Source: an optimization exercise on an open RTL-to-GDS flow (aim: small area, a short achievable clock period and few clock cycles). Production flows keep margins and buffers that such runs may drop. Power figures rest on the tool's default switching activity, not on a simulated workload.

try-tundra:
==> flow/design.v (excerpt) <==
module scc_core (
    input  wire        clk,
    input  wire        rst,
    input  wire        cmd_valid,
    output wire        cmd_ready,
    input  wire [63:0] cmd_word,
    output wire        rsp_valid,
    input  wire        rsp_ready,
    output wire [63:0] rsp_word,
    output wire        prim_valid,
    output wire [3:0]  prim_kind,
    output wire [15:0] prim_addr,
    output wire [31:0] prim_arg,
    input  wire        prim_ack,
    input  wire        prim_fail,
    input  wire [7:0]  prim_rdata,
    output wire [1:0]  st_pst,
    output wire        st_strm,
    output wire        st_inited,
    output wire [2:0]  st_gpio_lvl,
    output wire [2:0]  st_gpio_dir,
    output wire        st_clk_en,
    output wire [31:0] st_clk_hz,
    output wire [3:0]  st_rail_en
);
    localparam [31:0] MCLK_HZ = 32'd24000000;
    localparam [3:0] P_BUSWRITE  = 4'd0;
    localparam [3:0] P_BUSREAD   = 4'd1;
    localparam [3:0] P_GPIODIR   = 4'd2;
    localparam [3:0] P_GPIOWRITE = 4'd3;
    localparam [3:0] P_CLKFREQ   = 4'd4;
    localparam [3:0] P_CLKEN     = 4'd5;
    localparam [3:0] P_RAILEN    = 4'd6;
    localparam [3:0] P_SLEEP     = 4'd7;
    localparam [3:0] P_SCOPEACQ  = 4'd8;
    localparam [3:0] P_SCOPEREL  = 4'd9;
  ...
Size in the first run: roughly 1,400 cells after synthesis, about 240 I/O pins, roughly 0.011 mm^2 of cells after synthesis.
clock: 10.0 ns
lec_check: 0
cap_margin: 20
core_margin: 2
core_utilization: 55
slew_margin: 20
standard.sh (not shown) runs the stock make flow with config.mk's settings and CLKGATE_MAP_FILE= SYNTH_SCRIPT=/design/flow/synth_recipe.tcl, a recipe that flattens the netlist after the stock synthesis.
==> flow/flow/run.sh <==
#!/bin/bash
# Own layout flow: the standard ORFS flow (standard.sh, all steps), with the port
# buffers made of a plain buffer cell. Timing constraints are unchanged.
set -euo pipefail
export SETUP_SLACK_MARGIN=6
export BUFFER_PORTS_ARGS="-buffer_cell sky130_fd_sc_hd__buf_1"
bash standard.sh > flow_make.log 2>&1
Here is what was changed in the inputs of try-willow compared with try-tundra.
- SETUP_SLACK_MARGIN newly set to 5
- CORE_UTILIZATION changed from 55 to 40
==> flow/run.sh (new file) <==
#!/bin/bash
# synth_recipe.tcl (not shown) runs the flow's synth.tcl, then flattens the netlist and writes it again
# the make line also repeats each setting of config.mk as NAME=value (left out here)
make -C /OpenROAD-flow-scripts/flow DESIGN_CONFIG=/design/flow/config.mk WORK_HOME=/design/flow/orfs CLKGATE_MAP_FILE= SYNTH_SCRIPT=/design/flow/synth_recipe.tcl finish
removed: flow/flow/run.sh
removed: flow/standard.sh
## What came out
- Non-clock buffer count (lower): try-willow
- Against try-tundra, total power in try-willow came out worse.
- Compare try-tundra and try-willow | core utilization higher: try-tundra
- | required time of the critical path | try-willow vs try-tundra | 0.13 ns lower |
- Lower relative area change from synthesis to final layout goes to try-tundra over try-willow.
- try-willow reports a lower overall global routing resource usage than try-tundra does.
- Looking at die outline area across try-tundra and try-willow, the one that comes out higher is try-willow.
- | met1 track demand over resource in global routing | lower: try-willow |
- On sequential power, try-tundra tracks try-willow almost exactly.
### try-willow -> try-yarrow
- changing CORE_UTILIZATION from 40 to 55
- removing SETUP_SLACK_MARGIN (formerly 5)
==> flow/flow/run.sh (new file) <==
#!/bin/bash
set -euo pipefail
export SETUP_SLACK_MARGIN=6
export BUFFER_PORTS_ARGS="-buffer_cell sky130_fd_sc_hd__buf_1"
export DONT_USE_CELLS="sky130_fd_sc_hd__ha_1 sky130_fd_sc_hd__ha_2 sky130_fd_sc_hd__ha_4 sky130_fd_sc_hd__fa_1 sky130_fd_sc_hd__fa_2 sky130_fd_sc_hd__fa_4"
bash standard.sh > flow_make.log 2>&1
==> flow/standard.sh (new file) <==
#!/bin/bash
# synth_recipe.tcl (not shown) runs the flow's synth.tcl, then flattens the netlist and writes it again
# the make line also repeats each setting of config.mk as NAME=value (left out here)
make -C /OpenROAD-flow-scripts/flow DESIGN_CONFIG=/design/flow/config.mk WORK_HOME=/design/flow/orfs CLKGATE_MAP_FILE= SYNTH_SCRIPT=/design/flow/synth_recipe.tcl "${@:-finish}"
removed: flow/run.sh
--- outcome ---
Per the comparison of try-yarrow with try-willow, combinational power went down; sequential power did not really move; number of standard cells in the layout, taps in and fillers out now smaller; non-clock buffer share of cell area fell by 5.3 points; estimated wirelength of the detail-placed design moved down. Against try-willow, try-yarrow comes in 0.66 ns lower on data arrival time of the critical path. What try-yarrow reported for number of DRC markers in iteration 0 has to be multiplied by 0.75 to get the figure for try-willow. Taking try-willow as the reference point, the number of search-and-repair iterations in the first detailed-routing pass of try-yarrow rises by 3. In the reports for try-yarrow and try-willow, the larger growth of design area from synthesis to finish belongs to try-willow. Looking at slowest library cell on the worst path, the sky130_fd_sc_hd__clkdlybuf4s50_1 result is from try-willow; the sky130_fd_sc_hd__or4b_2 one comes from try-yarrow. Wire length: try-yarrow vs try-willow up 1.6%.
For try-harbor, these inputs were changed with respect to try-yarrow:
==> flow/flow/run.sh <==
#!/bin/bash
# Own layout flow: the standard ORFS flow (standard.sh, all steps), with the port
# buffers made of a plain buffer cell. Timing constraints are unchanged.
set -euo pipefail
export SETUP_SLACK_MARGIN=7
export BUFFER_PORTS_ARGS="-buffer_cell sky130_fd_sc_hd__buf_1"
bash standard.sh > flow_make.log 2>&1
Findings:
try-harbor completed; timing, DRC and antenna clean. try-harbor has more setup slack than try-yarrow. Diff try-yarrow -> try-harbor: register-to-register slack picked up an extra 0.16 ns, total sequential power lost about 2%, number of inverters outside the clock class in the layout picked up an extra 3.3%. Comparing multi-input gate share of the layout cell area for try-harbor and try-yarrow, the smaller number came from try-harbor. Compared to try-yarrow, try-harbor reaches a higher achievable clock. Looking at detail-routed via count per cell across try-harbor and try-yarrow, the one that comes out higher is try-harbor. Total power of the final layout, try-harbor and try-yarrow: lower on try-yarrow. Taking try-yarrow as the reference, in try-harbor count of buffers not belonging to the clock network in the layout now sits higher, footprint of the flip-flops and latches up 0.88%. Run comparison: try-harbor most common library cell in the layout ignoring fill and taps sky130_fd_sc_hd__buf_4; try-yarrow most common library cell in the layout ignoring fill and taps sky130_fd_sc_hd__buf_1. For try-harbor, the launching element of the worst setup path was cmd_word[1], unlike try-yarrow, where it was cmd_word[2].
Setup changes, try-harbor to try-quartz
==> flow/flow/run.sh <==
#!/bin/bash
set -euo pipefail
export SETUP_SLACK_MARGIN=6.5
export BUFFER_PORTS_ARGS="-buffer_cell sky130_fd_sc_hd__buf_1"
export DONT_USE_CELLS="sky130_fd_sc_hd__ha_1 sky130_fd_sc_hd__ha_2 sky130_fd_sc_hd__ha_4 sky130_fd_sc_hd__fa_1 sky130_fd_sc_hd__fa_2 sky130_fd_sc_hd__fa_4"
bash standard.sh > flow_make.log 2>&1
### Flow results
- Sort try-harbor and try-quartz by length of the first detailed-routing pass in iterations asc -> top: try-quartz
- In the tables for try-harbor and try-quartz, transition time at the pin with the least slew margin reads lower with try-quartz.
- In the tables for try-harbor and try-quartz, setup slack reads higher with try-quartz.
- Final cycle utilization of the critical path sits lower in try-quartz than in try-harbor.
### try-quartz -> try-garnet
- an added SETUP_SLACK_MARGIN of 5
==> flow/flow/run.sh <==
#!/bin/bash
# Own layout flow: the standard ORFS flow (standard.sh, all steps), with the port
# buffers made of a plain buffer cell. Timing constraints are unchanged.
set -euo pipefail
export BUFFER_PORTS_ARGS="-buffer_cell sky130_fd_sc_hd__buf_1"
bash standard.sh > flow_make.log 2>&1
Findings:
Higher register-to-register slack was reported by try-quartz, not try-garnet. try-garnet reports its library cell contributing the largest single delay on the critical path as sky130_fd_sc_hd__or3b_2 while try-quartz reports sky130_fd_sc_hd__or4b_4. Total length of routed met2 wires went down by more than 10% going from try-quartz to try-garnet. Row fmax: try-garnet lower / try-quartz higher. try-garnet leaves less setup margin than try-quartz. Final instance count without filler cells of try-garnet falls short of that of try-quartz by a few percent. [try-garnet] power in combinational cells fell about 26% relative to try-quartz. Delta(clock-buffer cell count, try-garnet - try-quartz) < 0.
No run of this note included a check of the RTL's function; only the layout flow was run.

[port drivers added, routing unchanged]
How much do the figures lean on ideal ports? The routed layouts below were timed once more, with nothing changed but the port constraints. Step 1: set_driving_cell puts a clkbuf_16 on clk and a buf_2 on each other input, an assumption about the parent block. Step 2 adds t to the input delays and takes it off the output delays; t is the mean of the earliest and latest rising clock arrival at the registers after step 1. Input paths then give back, and output paths get back, about the clock's delay inside the block. Three values: no drivers, after step 1, after step 2; two values: the first two.
run	t (ns)	setup WS [ns]	hold WS [ns]	slew at the worst register clock pin (ns)	pins driven straight from the clock port
try-tundra	0.476	5.975 / 6.000 / 5.524	0.483 / 0.483 / 0.483	0.07 / 0.07	1
try-willow	0.472	5.188 / 5.215 / 4.743	0.492 / 0.492 / 0.492	0.06 / 0.06	1
try-yarrow	0.476	5.975 / 6.000 / 5.524	0.483 / 0.483 / 0.483	0.07 / 0.07	1
try-harbor	0.473	6.020 / 6.021 / 5.548	0.496 / 0.496 / 0.496	0.07 / 0.07	1
try-quartz	0.482	6.121 / 6.105 / 5.622	0.498 / 0.498 / 0.498	0.07 / 0.07	1
try-garnet	0.465	5.333 / 5.334 / 4.887	0.492 / 0.492 / 0.492	0.07 / 0.07	1
After both steps every run listed still meets setup and hold. The setup slack of try-quartz, which loses most, moves by -0.016 ns with the drivers and by -0.499 ns with both steps.
